Background: an optimization exercise with open tools, aiming at small area and a short achievable clock period. Do not read the settings as production practice. No functional check of the RTL was part of this run.

File: flow/config.mk
export PLATFORM = sky130hd
export DESIGN_NAME = fpconv
export DESIGN_NICKNAME = fpconv
export VERILOG_FILES = /design/flow/design.v
export SDC_FILE = /design/flow/constraint.sdc
export NUM_CORES = 4
export LEC_CHECK = 0
export CAP_MARGIN = 20
export CORE_MARGIN = 2
export CORE_UTILIZATION = 30
export SETUP_SLACK_MARGIN = 3.0
export SLEW_MARGIN = 20
export SYNTH_HIERARCHICAL = 1
export SYNTH_MINIMUM_KEEP_SIZE = 0
File: flow/constraint.sdc
create_clock -name core_clock -period 5.0 [get_ports {clk}]
set_input_delay 1.0000 -clock core_clock [delete_from_list [all_inputs] [get_ports {clk}]]
set_output_delay 1.0000 -clock core_clock [all_outputs]
set_load 0.01 [all_outputs]
File: flow/design.v
module fpconv_classify (
    input  wire [127:0] v,
    input  wire [1:0]   w,
    input  wire         en,
    output wire [2:0]   cls
);
    wire e32_nz = |v[30:23];
    wire e64_nz = |v[62:52];
    wire e80_nz = |v[78:64];
    wire f32_nz = |v[22:0];
    wire f64_nz = f32_nz | e32_nz | (|v[51:31]);
    wire m80_nz = f64_nz | e64_nz;
    wire f128_nz = m80_nz | v[63] | e80_nz | (|v[111:79]);
    reg ez, eo, fn, un;
    always @(*) begin
        case (w)
            2'd0:    begin ez = ~e32_nz;      eo = &v[30:23];   fn = f32_nz;  un = 1'b0;   end
            2'd1:    begin ez = ~e64_nz;      eo = &v[62:52];   fn = f64_nz;  un = 1'b0;   end
            2'd2:    begin ez = ~e80_nz;      eo = &v[78:64];   fn = m80_nz;  un = ~v[63]; end
            default: begin ez = ~|v[126:112]; eo = &v[126:112]; fn = f128_nz; un = 1'b0;   end
        endcase
    end
    assign cls[2] = en & ~ez & un;
    assign cls[1] = en & ~un & eo;
    assign cls[0] = en & (ez | (~un & eo & fn));
endmodule
module fpconv_core (
    input  wire [2:0]  op,
    input  wire [1:0]  wsel,
    input  wire [63:0] x0,
    input  wire [63:0] x1,
    input  wire [1:0]  layout,
    input  wire        host_le,
    output wire [63:0] y0,
    output wire [63:0] y1,
    output wire [2:0]  cls,
    output wire [1:0]  err
);
    wire le = host_le;
    wire op_encx = (op == 3'd0);
    wire op_decx = (op == 3'd1);
    wire op_f32  = (op[2:1] == 2'b01);
    wire op_f64  = (op[2:1] == 2'b10);
    wire op_cls  = (op == 3'd6);
    wire l_dbl  = (layout == 2'd0);
    wire l_x87  = (layout == 2'd1);
    wire l_quad = (layout == 2'd2);
    wire l_none = (layout == 2'd3);
    wire [14:0] x87_e = le ? x1[14:0] : x0[14:0];
    wire        x87_j = le ? x0[63]   : x1[63];
    wire        unrec = (|x87_e) & ~x87_j;
    assign err[1] = (op_encx | op_decx) & l_none;
    assign err[0] = op_encx & l_x87 & unrec;
    wire s_a    = op_encx & l_dbl;                    
    wire s_b_le = op_encx & l_x87 & ~unrec &  le;     
    wire s_b_be = op_encx & l_x87 & ~unrec & ~le;
    wire s_q_le = (op_encx | op_decx) & l_quad &  le;  
    wire s_q_be = (op_encx | op_decx) & l_quad & ~le;  
    wire s_d    = op_decx & l_dbl;                    
    wire s_e_le = op_decx & l_x87 &  le;              
    wire s_e_be = op_decx & l_x87 & ~le;
    wire s_hi   = s_q_be | op_f64;                    
    wire s_lo   = s_hi | op_f32;                      
    wire x_a = x0[62] ? (&x0[61:52]) : (|x0[61:52]);
    wire x_d = x0[58] ? (&x0[62:48]) : (|x0[62:48]);
    genvar i;
    generate
        for (i = 0; i < 16; i = i + 1) begin : g_y0a
            fpconv_ao8 u_ao (
                .s({s_a, s_b_le, s_b_be, s_q_le, s_lo,
                    s_d, s_e_le, s_e_be}),
                .d({x0[i+4], x0[i+16], x1[i+16], x1[i], x0[i],
                    (i < 4) ? x1[(i+60)%64] : x0[(i+60)%64],
                    x1[i+48], x0[i+48]}),
                .y(y0[i]));
        end
        for (i = 16; i < 62; i = i + 1) begin : g_y0b
            fpconv_ao7 u_ao (
                .s({s_a, s_b_le, s_b_be, s_q_le, (i < 32) ? s_lo : s_hi,
                    s_d, s_e_le}),
                .d({(i >= 58) ? x_a : x0[(i+4)%64],
                    (i < 48) ? x0[(i+16)%64] : x1[(i+16)%64],
                    (i < 48) ? x1[(i+16)%64] : x0[(i+16)%64],
                    x1[i], x0[i], x0[i-4], x0[i-16]}),
                .y(y0[i]));
        end
    endgenerate
    fpconv_ao6 u_y0_62 (
        .s({s_hi | s_a, s_d, s_b_le, s_b_be, s_q_le, s_e_le}),
        .d({x0[62], x_d, x1[14], x0[14], x1[62], x0[46]}),
        .y(y0[62]));
    fpconv_ao5 u_y0_63 (
        .s({s_hi | s_a | s_d, s_b_le, s_b_be, s_q_le, s_e_le}),
        .d({x0[63], x1[15], x0[15], x1[63], x0[47]}),
        .y(y0[63]));
    generate
        for (i = 0; i < 16; i = i + 1) begin : g_y1a
            fpconv_ao4 u_ao (
                .s({s_q_le, s_q_be, s_e_le, s_e_be}),
                .d({x0[i], x1[i], x0[i+48], x1[i+48]}),
                .y(y1[i]));
        end
        for (i = 16; i < 48; i = i + 1) begin : g_y1b
            fpconv_ao3 u_ao (
                .s({s_q_le, s_q_be, s_e_be}),
                .d({x0[i], x1[i], x0[i-16]}),
                .y(y1[i]));
        end
        for (i = 48; i < 60; i = i + 1) begin : g_y1c
            fpconv_ao5 u_ao (
                .s({s_b_le, s_b_be, s_q_le, s_q_be, s_e_be}),
                .d({x0[i-48], x1[i-48], x0[i], x1[i], x0[i-16]}),
                .y(y1[i]));
        end
        for (i = 60; i < 64; i = i + 1) begin : g_y1d
            fpconv_ao6 u_ao (
                .s({s_a, s_b_le, s_b_be, s_q_le, s_q_be, s_e_be}),
                .d({x0[i-60], x0[i-48], x1[i-48], x0[i], x1[i], x0[i-16]}),
                .y(y1[i]));
        end
    endgenerate
    fpconv_classify u_cls (.v({x1, x0}), .w(wsel), .en(op_cls), .cls(cls));
endmodule
module fpconv_ao3 (
    input  wire [2:0] s,
    input  wire [2:0] d,
    output wire       y
);
    assign y = |(s & d);
endmodule
module fpconv_ao4 (
    input  wire [3:0] s,
    input  wire [3:0] d,
    output wire       y
);
    assign y = |(s & d);
endmodule
module fpconv_ao5 (
    input  wire [4:0] s,
    input  wire [4:0] d,
    output wire       y
);
    assign y = |(s & d);
endmodule
module fpconv_ao6 (
    input  wire [5:0] s,
    input  wire [5:0] d,
    output wire       y
);
    assign y = |(s & d);
endmodule
module fpconv_ao7 (
    input  wire [6:0] s,
    input  wire [6:0] d,
    output wire       y
);
    assign y = |(s & d);
endmodule
module fpconv_ao8 (
    input  wire [7:0] s,
    input  wire [7:0] d,
    output wire       y
);
    assign y = |(s & d);
endmodule
module fpconv (
    input  wire        clk,
    input  wire [2:0]  op,
    input  wire [1:0]  wsel,
    input  wire [63:0] x0,
    input  wire [63:0] x1,
    input  wire [1:0]  layout,
    input  wire        host_le,
    output reg  [63:0] y0,
    output reg  [63:0] y1,
    output reg  [2:0]  cls,
    output reg  [1:0]  err
);
    wire [63:0] y0_d, y1_d;
    wire [2:0]  cls_d;
    wire [1:0]  err_d;
    fpconv_core u_core (
        .op(op), .wsel(wsel), .x0(x0), .x1(x1),
        .layout(layout), .host_le(host_le),
        .y0(y0_d), .y1(y1_d), .cls(cls_d), .err(err_d)
    );
    always @(posedge clk) begin
        y0  <= y0_d;
        y1  <= y1_d;
        cls <= cls_d;
        err <= err_d;
    end
endmodule
File: flow/flow/run.sh
#!/bin/bash
# Standard layout, but the port buffers are small plain buffers instead of
# the delay buffers buffer_ports picks by default, and CTS inserts no dummy
# loads. Each tool's full output stays in ./orfs/logs (ORFS) and ./std.log.
set -euo pipefail
export BUFFER_PORTS_ARGS="-buffer_cell sky130_fd_sc_hd__buf_2"
export CTS_ARGS="-sink_clustering_enable -repair_clock_nets -dont_use_dummy_load"
bash standard.sh finish > std.log 2>&1
File: flow/standard.sh
#!/bin/bash
# synth_recipe.tcl (not shown) runs the flow's synth.tcl, then flattens the netlist and writes it again
# the make line also repeats each setting of config.mk as NAME=value (left out here)
make -C /OpenROAD-flow-scripts/flow DESIGN_CONFIG=/design/flow/config.mk WORK_HOME=/design/flow/orfs CLKGATE_MAP_FILE= SYNTH_SCRIPT=/design/flow/synth_recipe.tcl "${@:-finish}"
==> run summary <==
[Yosys stat by module, one instance, submodules excluded]
module,cell area (µm²),flip-flops and latches
fpconv_ao6,27.5,0
fpconv_ao4,18.8,0
fpconv_core,342,0
fpconv_ao7,30.0,0
fpconv_ao8,36.3,0
fpconv,2660,133
fpconv_classify,531,0
fpconv_ao5,21.3,0
fpconv_ao3,13.8,0
[cell type report]
cell class              instances  area, µm²  share of cell area
clock buffers                  17        425              0.0362
inverters                      36        156              0.0133
multi-input cells             573       5230               0.445
flip-flops and latches        133       2660               0.226
well taps                     280        350              0.0298
repair buffers                360       2930               0.250
[layer usage]
| metal | GRT usage | up-vias | wire length [µm] |
|---|---|---|---|
| li1 | - | 4098 | - |
| met1 | 0.497 | 5158 | 17300 |
| met2 | 0.547 | 1176 | 19800 |
| met3 | 0.166 | 340 | 8310 |
| met4 | 0.231 | 0 | 3840 |
| met5 | 0.00828 | - | 0 |
[cell families after synthesis]
family          Yosys count
compound gates          325
buf+inv                  38
flops                   133
mux                       2
simple gates            212
[state kept, by name, indices dropped and copies added, names as in the netlist]
register  cells
cls           3
y1           64
err           2
y0           64
[power breakdown]
| part | switching [µW] | total [µW] | internal (µW) |
|---|---|---|---|
| logic | 423 | 673 | 249 |
| registers | 19.6 | 1140 | 1120 |
| clock network | 468 | 1060 | 589 |
| total | 911 | 2870 | 1960 |
[through the flow]
step	hold slack (ps)	cell area, µm²
after floorplan	1120	6740
after global placement	1280	8540
after detailed placement	1280	8540
after CTS	811	11200
after global routing	811	11800
final	821	11800
[cells in the mapped netlist, drive strengths merged]
| cell | instances |
|---|---|
| nor2 | 11 |
| o21ai | 2 |
| o221ai | 1 |
| nor3b | 2 |
| nand2b | 3 |
| o31ai | 1 |
| nor3 | 16 |
| a31oi | 2 |
| inv | 36 |
| dfxtp | 133 |
| or4 | 6 |
| nand3 | 55 |
| nor4b | 3 |
| a41oi | 1 |
| buf | 2 |
| nand2 | 43 |
| o22ai | 1 |
| mux2 | 2 |
| o21bai | 1 |
| nand4 | 35 |
| nor4 | 32 |
| o2bb2ai | 1 |
| o211a | 2 |
| and3 | 4 |
| or2 | 1 |
| a21oi | 2 |
| a22oi | 217 |
| or3 | 1 |
| a21o | 1 |
| a21boi | 1 |
| o31a | 1 |
| a222oi | 91 |
[how the worst min path moves through the flow]
stage | to | depth (start not counted) | slack [ps] | startpoint
after floorplan | y1[16] | 2 | 1120 | x1[16]
after global placement | y1[23] | 3 | 1280 | x1[23]
after detailed placement | y1[19] | 3 | 1280 | x1[19]
after CTS | y1[33] | 3 | 810 | x0[33]
after global routing | y1[9] | 3 | 810 | x0[57]
final | y1[9] | 3 | 820 | x0[57]
[repair_timing]
action	CTS	global route
setup buffers	56	10
hold buffers	0	0
gates resized for setup	259	79
gates cloned	41	6
setup endpoints to repair	129	127
pin swaps	123	89
==> impl_metrics.py <==
metrics = {
    "floorplan": {
        "die_w_um": 153,
        "io_pins": 270,
        "core_um2": 21800,
        "die-area_um2": 23400,
        "die_y_um": 153,
        "rows": 54,
        "start_util": 0.305,
    },
    "setup_path": {
        "endpoint_kind": "flop",
        "cp.required_ps": 5300,
        "critical_path_buf_inv_count": 1,
        "crit_path_top_delay_cell": "or4_1",
        "max_stage_delay_ps": 510,
        "crit_chain": "buf_12 > or4_1 > or4_4 > or4_4 > o2bb2ai_2 > a21oi_1",
        "startpoint_type": "input pin",
        "worst-endpoint-arrival_ps": 2750,
        "critPathMaxFanout": 8,
        "crit_family": "simple AND/OR/NAND/NOR gates",
        "crit_path_end": "cls[0]",
        "cp.depth": 6,
        "startpoint": "x0[33]",
        "cpMostUsedCell": "or4_4",
        "worstSetupPathType": "in -> reg",
    },
    "global_routing": {
        "gr-usage-all-layers": 0.390,
        "grt_first_pass_wirelength_mm": 68.6,
        "grt_pass1_vias": 9904,
        "antenna_found_initial": 0,
        "grt_overflow_total": 0,
        "grt_max_degree": 69,
    },
    "drt": {
        "finalWirelength_mm": 49.3,
        "first_pass_iters": 11,
        "drtIter0Drc": 2300,
        "drc": 0,
        "postRouteAntennaNets": 0,
        "vias": 10800,
        "vias_per_cell": 7.70,
        "routedWlPerCell_um": 35.2,
    },
    "cts": {
        "clk_pin_slew_worst_paths_ps": 60,
        "cts_max_level": 4,
        "cts.path.max_buffers": 2,
        "cts_buffers": 17,
        "cts_root_buf": "clkbuf_16",
        "cts_tree": "done",
        "cts_num_sinks": 133,
    },
    "timing": {
        "setup_slack_ps": 2550,
        "fin_crit_sh": 0.490,
        "relSlewSlack": 0.446,
        "slew_viol_final": 0,
        "hold_violations": 0,
        "fmax_mhz": 408,
        "setup_viol": 0,
        "fin_crit_ps": 2450,
        "tns_ps": 0,
        "rsz0062_at_grt": "yes",
        "worst_slew_pin_slew_ps": 831,
    },
    "synthesis": {
        "synthMuxAreaShare": 0.00339,
        "yosys-top-cells-area": "dfxtp_1, a22oi_1, a222oi_1, nand3_1, nand4_1",
        "synthXorXnorAreaFrac": 0,
        "syn_nets": 847,
        "avgSynthCellArea_um2": 9.37,
        "synth_top_family_by_area": "compound AO/OA/AOI/OAI gates",
        "synth_cell_types": 37,
        "synth_top_area_cell": "dfxtp_1",
        "ys_warn_count": 8,
        "synth-seq-cells": 133,
        "synth_adder_area_share": 0,
        "yosys.area.top_type_share": 0.400,
        "synth_seq_area_share": 0.400,
        "synthSimpleGateAreaFrac": 0.172,
        "synth.cell_area_um2": 6650,
        "synth-compound-area-share": 0.401,
        "synth_cells": 710,
    },
    "final_layout": {
        "fin_util": 0.539,
        "final_cell_count_no_fill": 1399,
        "final_cell_mix": "buf_2, dfxtp_1, a22oi_1",
        "drive_above_1_share": 0.500,
        "diodes": 0,
        "fill_cells": 1961,
        "final_common_cell": "buf_2",
        "fin_nets": 1258,
        "syn_to_final_growth_pct": 76.8,
    },
    "placement": {
        "pre_cts_slack_ps": 1660,
        "dpl.hpwl_mm": 24.3,
        "place_inst": 1269,
        "io_buffers": 269,
        "gp_congestion": 0.939,
    },
    "power_and_ir_drop": {
        "p_total_uw": 2870,
        "p_leak_uw": 0.00506,
        "ir_drop_uv": 196,
        "p_per_area_nw_per_um2": 244,
    },
    "run": {
        "drv_cap": 0,
    },
    "min_path": {
        "worstHoldPathType": "in -> reg",
    },
    "run_status": {
        "status": "timing/DRC/antenna clean",
    },
}

-- static timing again, ports no longer ideal --
No port has a modelled driver above. Below, the same layout with a new extraction and two added sets of constraints. Step 1 assumes that a clkbuf_16 drives the clock port and a buf_2 every other input. Step 2 times the ports against the registers' clock, not the clock port: input delays grow and output delays shrink by t, the midpoint of the rising clock arrivals with the driver on. Three values: no drivers, after step 1, after step 2; two values: the first two.
t (ns): 0.481
setup WS [ns]: 2.551 / 2.555 / 2.073
worst data-port slew with drivers (ns): 0.16
After both steps this run still meets setup and hold. For this run, drivers alone change the setup slack by +0.004 ns; drivers and shift together by -0.478 ns.
